Background: an optimization exercise with open tools, aiming at a short achievable clock period and few clock cycles. Do not read the settings as production practice. In this exercise RTL edits were held to simulation tests only and were not proved equivalent to the original. No activity file was given, so power comes from the tool's default toggle rates.

## lane 1
==> flow/design.v (excerpt) <==
module ycpu_core (
    input  wire        clk,
    input  wire        rst,           
    output reg         bus_req,
    output reg         bus_we,
    output reg  [1:0]  bus_sel,       
    output reg  [14:0] bus_addr,
    output reg  [7:0]  bus_wdata,
    input  wire        bus_ack,
    input  wire        bus_err,
    input  wire [7:0]  bus_rdata,
    output wire        halted,
    output wire        fault,
    output wire [7:0]  pc_out
);
    localparam [3:0] OP_NOP = 4'd0,  OP_AND = 4'd1,  OP_OR  = 4'd2,  OP_NOT = 4'd3,
                     OP_ADD = 4'd4,  OP_SUB = 4'd5,  OP_MUL = 4'd6,  OP_DIV = 4'd7,
                     OP_SHL = 4'd8,  OP_SHR = 4'd9,  OP_ROL = 4'd10, OP_ROR = 4'd11,
                     OP_CPY = 4'd12, OP_CEQ = 4'd13, OP_CGT = 4'd14, OP_CLT = 4'd15;
    localparam [1:0] SEL_IMEM = 2'd0, SEL_DMEM = 2'd1, SEL_DEV = 2'd2;
    localparam [6:0] Q_F0 = 7'b1000000, Q_F1 = 7'b0100000, Q_F2 = 7'b0010000,
                     Q_L1 = 7'b0001000, Q_L2 = 7'b0000100, Q_EX = 7'b0000010,
                     Q_ST = 7'b0000001, Q_NONE = 7'b0000000;
    reg [6:0] st;
    wire st_f0 = st[6], st_f1 = st[5], st_f2 = st[4], st_l1 = st[3],
         st_l2 = st[2], st_ex = st[1], st_st = st[0];
    reg [7:0] pc;         
    reg [7:0] ibank;
    reg [7:0] dbank;
    reg [7:0] ir;         
    reg [7:0] a1, a2;     
    reg [7:0] b1, b2;     
    reg       err;
    reg       halted_r;
    reg       fault_r;
    reg [1:0] dcnt;       
    reg       ex_first;   
    reg       ex_dset;    
    reg [7:0] damag;      
    reg [7:0] drem;       
    reg [7:0] dnum;       
    reg [7:0] dden;       
    reg [7:0] dquo;       
    reg       dneg;       
    wire [3:0] op = ir[3:0];
    wire       h  = ir[7];
    wire       s1 = ir[5];
    wire       s2 = ir[4];
    wire op_nop   = (op == OP_NOP);
    wire op_bin   = (op == OP_AND) || (op == OP_OR) || (op == OP_ADD) || (op == OP_SUB);
    wire op_cmp   = (op == OP_CEQ) || (op == OP_CGT) || (op == OP_CLT);
  ...
For scale: ~140 flip-flops, ~0.019 sq mm of cells after synthesis.
export LEC_CHECK = 0
export CAP_MARGIN = 20
export CORE_MARGIN = 2
export CORE_UTILIZATION = 40
export SLEW_MARGIN = 20
create_clock -name core_clock -period 15.0 [get_ports {clk}]
standard.sh (not shown) runs the stock make flow with config.mk's settings and CLKGATE_MAP_FILE= SYNTH_SCRIPT=/design/flow/synth_recipe.tcl, a recipe that flattens the netlist after the stock synthesis.
==> flow/flow/run.sh <==
#!/bin/bash
# Standard ORFS layout with two changes to how it is made:
#  - synthesis leaves adders to ABC instead of mapping them to full-adder
#    cells first (ADDER_MAP_FILE empty), so they are timing-optimised like
#    the rest of the logic; registers are unchanged;
#  - timing repair aims well past the clock period (SETUP_SLACK_MARGIN 11.5),
#    so that the achieved period shrinks.
# Full tool output goes to the ORFS logs (orfs/logs/...) and to standard.log.
set -euo pipefail
bash standard.sh finish SETUP_SLACK_MARGIN=11.5 ADDER_MAP_FILE= > standard.log 2>&1
Testbench counts of lane 1, summed over its fixed seeds: cycles 44,432.
For lane 2, these inputs were changed with respect to lane 1:
-- flow/design.v --
<<< lane 1, line 197
    endfunction
    wire [7:0] un_l1   = fail ? unary(op, 8'h00) : unary(op, yr);
    wire [7:0] bin_l2  = fail ? binop(op, b1, 8'h00) : binop(op, b1, yr);
    wire [7:0] bin_ex  = binop(op, b1, b2);
    wire       skip_ex = skipf(op, s1, s2, b1, b2);
>>> lane 2, line 197
    endfunction
    wire [7:0] un_l1   = fail ? unary(op, 8'h00) : unary(op, yr);
    wire       skip_l2 = fail ? skipf(op, s1, s2, b1, 8'h00) : skipf(op, s1, s2, b1, yr);
    wire [7:0] bin_ex  = binop(op, b1, b2);
    wire       skip_ex = skipf(op, s1, s2, b1, b2);
<<< lane 1, line 345
        if (st_l2) begin
            n_ex_first = 1'b1;
            if (op_bin) begin
                {n_req, n_sel, n_addr} = r_a1;
                n_we = 1'b1;
                n_st = Q_ST;
            end else begin
                n_req = 1'b0;
                n_st  = Q_EX;
            end
        end
        if (st_ex) begin
>>> lane 2, line 345
        if (st_l2) begin
            n_ex_first = 1'b1;
            n_req = 1'b0;
            n_st  = Q_EX;
        end
        if (st_ex) begin
<<< lane 1, line 441
        end
        if (st_l2) begin
            n_b2    = y;
            n_err   = err | fail;
            n_wdata = bin_l2;
        end
        if (st_st && bus_req) begin
>>> lane 2, line 435
        end
        if (st_l2) begin
            n_b2  = y;
            n_err = err | fail;
            if (op_cmp)
                finish(h & (err | fail), pc, skip_l2 ? pc6 : pc3, skip_l2 ? f6 : f3, ibank);
        end
        if (st_st && bus_req) begin
## What came out
Changes observed in lane 2 relative to lane 1: global-route usage over all layers +1.0 points, internal power +17%. Changes observed in lane 2 relative to lane 1: number of fillers in the final layout saw an increase; relative contribution of combinational cells to total power increased by 15 points relative to the old numbers. Comparing lane 2 with lane 1, the share of the core filled with cells in the final layout came out essentially unchanged. Looking at total number of nets in the final design, lane 2 sits 0.71% above lane 1. Switching share of total power ended up 5.3 points higher on lane 2 than on lane 1. Lane 2 ends up with lower flip-flop and latch area than lane 1 does. Going from lane 1 to lane 2, the portion of total power attributed to the clock network was found to have gone down by 9.2 points. Compared with lane 1, lane 2 shows a lower wire length on met3. Per the comparison of lane 2 with lane 1, number of distinct library cell variants in the gate-level netlist after synthesis higher, overall via count from detail_route went down 308, die boundary height has increased.
Testbench counts of lane 2, summed over its fixed seeds: cycles 44,721.

-- afterwards: timing with drivers on the ports --
How much do the figures lean on ideal ports? The routed layouts below were timed once more, with nothing changed but the port constraints. Step 1 assumes that a clkbuf_16 drives the clock port and a buf_2 every other input. Step 2, shift: input delay + t, output delay - t, t = (earliest + latest rising clock arrival at the registers) / 2. This alone moves slack from input paths to output paths. Three values: no drivers, after step 1, after step 2; two values: the first two.
run	shift t [ns]	setup slack, ns	latest minus earliest clock arrival (ns)	worst register clock-pin slew, ns	worst data-port slew with drivers (ns)
lane 1	0.526	9.805 / 9.801 / 9.275	0.016 / 0.016	0.07 / 0.07	0.06
lane 2	0.548	9.428 / 9.428 / 8.880	0.017 / 0.017	0.08 / 0.08	0.08
After both steps every run listed still meets setup and hold. For lane 2, which loses most, drivers alone change the setup slack by 0.000 ns; drivers and shift together by -0.548 ns.
